Source: an optimization exercise on an open RTL-to-GDS flow (aim: small area, a short achievable clock period and few clock cycles). Production flows keep margins and buffers that such runs may drop.
RTL that was checked went through simulation tests only; none was proved equivalent to the original.
No activity file was given, so power comes from the tool's default toggle rates.

## zinc
## jvs_relay
module jvs_relay (
    input  wire       clk,
    input  wire       rst,
    input  wire       host_rx_valid,
    input  wire [7:0] host_rx_data,
    output wire       host_rx_ready,
    output wire       host_tx_valid,
    output wire [7:0] host_tx_data,
    input  wire       host_tx_ready,
    input  wire       host_tx_idle,
    input  wire       bus_rx_valid,
    input  wire [7:0] bus_rx_data,
    output wire       bus_rx_ready,
    output wire       bus_tx_valid,
    output wire [7:0] bus_tx_data,
    input  wire       bus_tx_ready,
    input  wire       bus_tx_idle,
    output reg        bus_dir,
    input  wire       bus_sense,
    output reg        status,
    output reg        diag_req,
    output reg  [3:0] diag_code,
    input  wire       diag_done
);
Size in the first run: roughly 4700 cells after synthesis, about 2300 flip-flops, about 53 I/O pins.
export LEC_CHECK = 0
export ABC_AREA = 1
export CAP_MARGIN = 20
export CORE_MARGIN = 2
export CORE_UTILIZATION = 40
export CTS_CLUSTER_DIAMETER = 50
export CTS_CLUSTER_SIZE = 30
export SLEW_MARGIN = 20
export TNS_END_PERCENT = 100
create_clock -name core_clock -period 10.0 [get_ports {clk}]
standard.sh (not shown) runs the stock make flow with config.mk's settings and CLKGATE_MAP_FILE= SYNTH_SCRIPT=/design/flow/synth_recipe.tcl, a recipe that flattens the netlist after the stock synthesis.
==> flow/flow/run.sh <==
#!/bin/bash
set -euo pipefail
bash standard.sh SETUP_SLACK_MARGIN=6.75 finish > standard_flow.log 2>&1
zinc: full flow OK, the timing, DRC and antenna checks passed
Modified inputs, tundra compared to zinc
==> flow/flow/run.sh <==
#!/bin/bash
set -euo pipefail
bash standard.sh SETUP_SLACK_MARGIN=7 finish > standard_flow.log 2>&1
==> run notes <==
Against zinc, tundra reports a time the worst path needs with I/O delays and setup that is lower. Changes observed in tundra relative to zinc: maximum clock frequency went up by 1.8%; sequential share of layout area -1.5 points; fraction of area in non-clock buffers higher.
For onyx, these inputs were changed with respect to tundra:
# tundra
export LEC_CHECK = 0
export ABC_AREA = 1
export CAP_MARGIN = 20
export CORE_MARGIN = 2
export CORE_UTILIZATION = 40
export CTS_CLUSTER_DIAMETER = 50
export CTS_CLUSTER_SIZE = 30
export SLEW_MARGIN = 20
export TNS_END_PERCENT = 100
create_clock -name core_clock -period 10.0 [get_ports {clk}]
# onyx
export LEC_CHECK = 0
export ABC_AREA = 1
export CAP_MARGIN = 20
export CORE_MARGIN = 2
export CORE_UTILIZATION = 40
export CTS_CLUSTER_DIAMETER = 55
export CTS_CLUSTER_SIZE = 35
export SLEW_MARGIN = 20
export TNS_END_PERCENT = 100
create_clock -name core_clock -period 10.0 [get_ports {clk}]
==> flow/flow/run.sh <==
#!/bin/bash
set -euo pipefail
bash standard.sh SETUP_SLACK_MARGIN=6.75 finish > standard_flow.log 2>&1
Notes after the runs:
Comparing largest net degree at the start of global routing for tundra and onyx, the smaller number came from onyx. The share of the cycle needed by the critical path after routing on onyx is in line with that on tundra. Clock insertion delay at the later pin of the skew report: onyx vs tundra, no meaningful difference. In onyx the count of clock-buffer cells in the layout turned out 30 lower than in tundra. onyx vs tundra: clock share of power down.
## Diff of input files: lagoon against onyx
# onyx
export LEC_CHECK = 0
export ABC_AREA = 1
export CAP_MARGIN = 20
export CORE_MARGIN = 2
export CORE_UTILIZATION = 40
export CTS_CLUSTER_DIAMETER = 55
export CTS_CLUSTER_SIZE = 35
export SLEW_MARGIN = 20
export TNS_END_PERCENT = 100
create_clock -name core_clock -period 10.0 [get_ports {clk}]
# lagoon
export LEC_CHECK = 0
export ABC_AREA = 1
export CAP_MARGIN = 20
export CORE_MARGIN = 2
export CORE_UTILIZATION = 40
export CTS_BUF_LIST = sky130_fd_sc_hd__clkbuf_8
export CTS_CLUSTER_DIAMETER = 40
export CTS_CLUSTER_SIZE = 16
export SLEW_MARGIN = 20
export TNS_END_PERCENT = 100
create_clock -name core_clock -period 10.0 [get_ports {clk}]
==> flow/flow/run.sh <==
#!/bin/bash
set -euo pipefail
bash standard.sh SETUP_SLACK_MARGIN=7 finish > standard_flow.log 2>&1
## What came out
Diff onyx -> lagoon: non-clock buffer count now sits higher; total power of the final layout now sits higher; total number of cells along the worst setup path now smaller; sequential cell area share dropped 1.9 points.
Function was not checked in any run of this note: the RTL went through the layout flow alone.

* * *

run A:
jvs_relay, a different RTL version from the one above (not shown whole).
Size in the first run: about 4800 cells after synthesis, roughly 2300 flip-flops, about 53 I/O pins, about 0.059 mm2 of cells after synthesis.
// jvs_relay
module jvs_relay (
    input  wire       clk,
    input  wire       rst,
    input  wire       host_rx_valid,
    input  wire [7:0] host_rx_data,
    output wire       host_rx_ready,
    output wire       host_tx_valid,
    output wire [7:0] host_tx_data,
    input  wire       host_tx_ready,
    input  wire       host_tx_idle,
    input  wire       bus_rx_valid,
    input  wire [7:0] bus_rx_data,
    output wire       bus_rx_ready,
    output wire       bus_tx_valid,
    output wire [7:0] bus_tx_data,
    input  wire       bus_tx_ready,
    input  wire       bus_tx_idle,
    output reg        bus_dir,
    input  wire       bus_sense,
    output reg        status,
    output reg        diag_req,
    output reg  [3:0] diag_code,
    input  wire       diag_done
);
Settings: LEC_CHECK=0, ABC_AREA=1, CAP_MARGIN=20, CORE_MARGIN=2, CORE_UTILIZATION=85, CTS_CLUSTER_DIAMETER=55, CTS_CLUSTER_SIZE=35, SLEW_MARGIN=20, TNS_END_PERCENT=100; clock period 10.0 ns.
==> flow/flow/run.sh <==
#!/bin/bash
set -euo pipefail
bash standard.sh SETUP_SLACK_MARGIN=7 finish > standard_flow.log 2>&1
Run A | ERROR | clock tree synthesis
Testbench counts of run A, summed over its fixed seeds: cycles 33,493.
## Diff of input files: run B against run A
- changing CORE_UTILIZATION from 85 to 75
- changing CTS_CLUSTER_DIAMETER from 55 to 45
- changing CTS_CLUSTER_SIZE from 35 to 28
## What came out
Summary of run A and run B: one run falls short of a clean finish, namely run A.
Run A did not make it past clock tree synthesis, where a tool error ended it.
The number of flops mapped to enable cells by yosys of run A and that of run B are within noise of each other.
From run A to run B the numbers moved as follows: compound-gate portion of the synthesized area was more or less identical; detailed placement HPWL went down by about 17%; post-synthesis net count held steady; total placed cells including tap cells now larger.
Measured against run B, the overall die height of run A comes out at 0.940 times the reference value.
The depth of the CTS H-tree of run B is higher than that of run A.
Number of core rows: run B vs run A up about 7%
Worst-case setup slack after placement in run B is 0.29 ns higher than in run A
Final weighted congestion in routability-driven placement, run A and run B: higher on run A
The initial cell density of the core number comes out higher for run A vs run B.
Input-level comparison between run C and run B:
- swapping 45 for 50 in CTS_CLUSTER_DIAMETER
- swapping 28 for 30 in CTS_CLUSTER_SIZE
- swapping 75 for 40 in CORE_UTILIZATION
==> run notes <==
In run C, the layout inverter count without the clock tree came out about 0.6% above the value in run B. Run C vs run B, HPWL reported at the end of detailed placement went down by 2.4%. What run C reported for total number of tap cells has to be multiplied by 0.54 to get the figure for run B. Number of core rows: run C higher than run B. Run C vs run B: number of signal-net buffers in the layout down by more than 10%. Diff run B -> run C | cell area | increase of about 1.6%. Run C — cell count about 14% higher, run B as reference. Run C vs. run B: post-cts gate resize count has decreased; combinational power has decreased; clock slew at the register clock pins of the worst setup and hold paths has decreased; final core utilization has decreased.
[inputs] run D vs run C
- swapping 50 for 55 in CTS_CLUSTER_DIAMETER
- swapping 30 for 35 in CTS_CLUSTER_SIZE
Results
Sequential share of power, run D and run C: lower on run C. Higher synthesis-to-layout area growth was reported by run C, not run D. Of run D and run C, the lower post-route minimum period belongs to run D. Hold slack in run D vs run C: up 0.0047 ns. The share of the core filled with cells number comes out higher for run C vs run D. Relative to run C, number of resized instances in the post-cts repair step has decreased by 0.40% in run D. The CTS buffer count in run D was lower than what run C gave. Changes observed in run D relative to run C: sequential element share of the synthesized area stayed essentially flat, overall power now smaller, actual transition at the worst max-transition pin picked up an extra 0.023 ns, count of TritonRoute iterations in the first routing pass went down by 1.

* * *

Setup of harbor:
jvs_relay, a different RTL version from the one above (not shown whole).
Size in the first run: roughly 2,300 flip-flops, ~0.058 mm^2 of cells after synthesis.
## jvs_relay
module jvs_relay (
    input  wire       clk,
    input  wire       rst,
    input  wire       host_rx_valid,
    input  wire [7:0] host_rx_data,
    output wire       host_rx_ready,
    output wire       host_tx_valid,
    output wire [7:0] host_tx_data,
    input  wire       host_tx_ready,
    input  wire       host_tx_idle,
    input  wire       bus_rx_valid,
    input  wire [7:0] bus_rx_data,
    output wire       bus_rx_ready,
    output wire       bus_tx_valid,
    output wire [7:0] bus_tx_data,
    input  wire       bus_tx_ready,
    input  wire       bus_tx_idle,
    output reg        bus_dir,
    input  wire       bus_sense,
    output reg        status,
    output reg        diag_req,
    output reg  [3:0] diag_code,
    input  wire       diag_done
);
Settings: LEC_CHECK=0, ABC_CLOCK_PERIOD_IN_PS=2500, CAP_MARGIN=20, CORE_MARGIN=2, CORE_UTILIZATION=40, CTS_BUF_LIST=sky130_fd_sc_hd__clkbuf_8, CTS_CLUSTER_DIAMETER=40, CTS_CLUSTER_SIZE=16, SLEW_MARGIN=20, TNS_END_PERCENT=100; clock period 10.0 ns.
Scripts as last shown in full above: flow/flow/run.sh
harbor: PASS, flow complete, no timing, DRC or antenna violations
Testbench counts of harbor, summed over its fixed seeds: cycles 33,493.
Changes in yarrow relative to harbor:
- CTS_BUF_LIST no longer set, was sky130_fd_sc_hd__clkbuf_8
- CTS_CLUSTER_DIAMETER now 50, was 40
- CTS_CLUSTER_SIZE now 30, was 16
--- outcome ---
Compared with harbor, yarrow shows a higher total power. yarrow vs. harbor: global-route wire length before repair dropped 0.57%; fraction of area in registers dropped 1.1 points; global placer's final weighted congestion comparable; cell area after layout increased by about 1.5% relative to the old numbers.

* * *

job 2076:
RTL: one of the versions met above, not the one the previous note started from.
Size: roughly 2300 flip-flops, about 53 I/O pins, roughly 59000 µm² of cells after synthesis.
Settings: LEC_CHECK=0, ABC_AREA=1, CAP_MARGIN=20, CORE_MARGIN=2, CORE_UTILIZATION=70, CTS_CLUSTER_DIAMETER=55, CTS_CLUSTER_SIZE=35, SLEW_MARGIN=20, TNS_END_PERCENT=100; clock period 10.0 ns.
Scripts as last shown in full above: flow/flow/run.sh
Testbench counts of job 2076, summed over its fixed seeds: cycles 33,493.
Relative to job 2076, the following input files were edited for job 5747:
Settings: a change of CORE_UTILIZATION from 70 to 40.
==> flow/flow/run.sh <==
#!/bin/bash
set -euo pipefail
bash standard.sh SETUP_SLACK_MARGIN=6.85 finish > standard_flow.log 2>&1
Compared with job 2076, in job 5747 fraction of area in non-clock buffers decreased by 0.27 points relative to the old numbers, via count of the first global-routing pass went down, number of buffers outside the clock class in the layout fell about 15%. Job 2076 → job 5747: core utilization fell 34 points; final cell count has increased. The total power of job 5747 and that of job 2076 are within noise of each other.
Changes in job 3256 relative to job 5747:
Settings: changing CORE_UTILIZATION from 40 to 60.
==> flow/flow/run.sh <==
#!/bin/bash
set -euo pipefail
bash standard.sh SETUP_SLACK_MARGIN=7 finish > standard_flow.log 2>&1
==> comparison <==
The layout-stage area growth over the synthesis result reported for job 3256 is smaller than that of job 5747 by 0.60 points.
Taking job 5747 as the reference, in job 3256 multi-input combinational gate total held, height of the die saw a decrease, clock skew held steady, clock period minus worst slack moved down, number of stages on the worst setup path shows no meaningful change.
Job 3256 completed end to end with timing, DRC and antenna clean.
Going from job 5747 to job 3256, die width fell about 18%, total length of routed wires fell about 1.2%.

* * *

jvs_relay, a different RTL version from the one above (not shown whole).
Size: ~2,900 cells after synthesis, ~69,000 um2 of cells after synthesis.
export LEC_CHECK = 0
export ABC_CLOCK_PERIOD_IN_PS = 2500
export CAP_MARGIN = 20
export CORE_MARGIN = 2
export CORE_UTILIZATION = 40
export CTS_CLUSTER_DIAMETER = 60
export CTS_CLUSTER_SIZE = 40
export SLEW_MARGIN = 20
export TNS_END_PERCENT = 100
create_clock -name core_clock -period 10.0 [get_ports {clk}]
==> flow/flow/run.sh <==
#!/bin/bash
set -euo pipefail
bash standard.sh SETUP_SLACK_MARGIN=7 finish > standard_flow.log 2>&1
Testbench counts at the start, summed over its fixed seeds: cycles 33,319.
Next try:
==> flow/flow/run.sh (replaced) <==
#!/bin/bash
set -euo pipefail
bash standard.sh SETUP_SLACK_MARGIN=6.5 finish > standard_flow.log 2>&1
--- a/flow/config.mk
+++ b/flow/config.mk
@@ -10,6 +10,4 @@
 export CORE_MARGIN = 2
 export CORE_UTILIZATION = 40
-export CTS_CLUSTER_DIAMETER = 60
-export CTS_CLUSTER_SIZE = 40
 export SLEW_MARGIN = 20
 export TNS_END_PERCENT = 100
Result:
- total power went up by roughly a tenth
- utilization falls by 0.15 points
- wire length goes down by a few percent
- die area does not change

-- separate check: timing with driven ports --
In the flow no input, the clock included, has a driving cell. The finished layouts below were timed again as built, in two steps. Step 1, drivers: a clkbuf_16 drives clk and a buf_2 each remaining input, both assumed. Step 2 also shifts input and output timing later by t, the mid clock arrival at the registers, as if the neighbouring blocks saw the same clock. Slacks: no drivers / after step 1 / after step 2; pairs: no drivers / after step 1.
run | shift t [ns] | setup slack, ns | hold WS [ns] | latest minus earliest clock arrival (ns)
zinc | 0.835 | 6.695 / 6.695 / 6.028 | 0.301 / 0.301 / 0.301 | 0.037 / 0.036
tundra | 0.840 | 6.755 / 6.683 / 6.241 | 0.307 / 0.307 / 0.307 | 0.044 / 0.044
onyx | 0.825 | 6.754 / 6.697 / 5.975 | 0.303 / 0.303 / 0.303 | 0.055 / 0.054
lagoon | 0.986 | 6.608 / 6.540 / 6.092 | 0.301 / 0.301 / 0.301 | 0.049 / 0.049
run B | 0.825 | 6.788 / 6.717 / 6.219 | 0.292 / 0.292 / 0.292 | 0.068 / 0.068
run C | 0.847 | 6.755 / 6.681 / 6.253 | 0.302 / 0.302 / 0.302 | 0.038 / 0.038
run D | 0.824 | 6.770 / 6.694 / 6.285 | 0.306 / 0.306 / 0.306 | 0.060 / 0.060
harbor | 0.970 | 6.603 / 6.533 / 5.819 | 0.291 / 0.291 / 0.291 | 0.048 / 0.049
yarrow | 0.828 | 6.682 / 6.690 / 5.891 | 0.295 / 0.295 / 0.295 | 0.061 / 0.061
job 2076 | 0.760 | 6.834 / 6.764 / 6.301 | 0.287 / 0.287 / 0.287 | 0.063 / 0.063
job 5747 | 0.865 | 6.752 / 6.673 / 6.099 | 0.294 / 0.294 / 0.294 | 0.053 / 0.052
job 3256 | 0.803 | 6.798 / 6.728 / 6.283 | 0.288 / 0.288 / 0.288 | 0.047 / 0.047
the first run of note 5 | 0.815 | 6.571 / 6.600 / 5.786 | 0.401 / 0.401 / 0.401 | 0.051 / 0.051
the second run of note 5 | 0.851 | 6.478 / 6.513 / 5.679 | 0.407 / 0.407 / 0.407 | 0.023 / 0.023
After both steps every run listed still meets setup and hold. For the second run of note 5, which loses most, drivers alone change the setup slack by +0.035 ns; drivers and shift together by -0.799 ns.
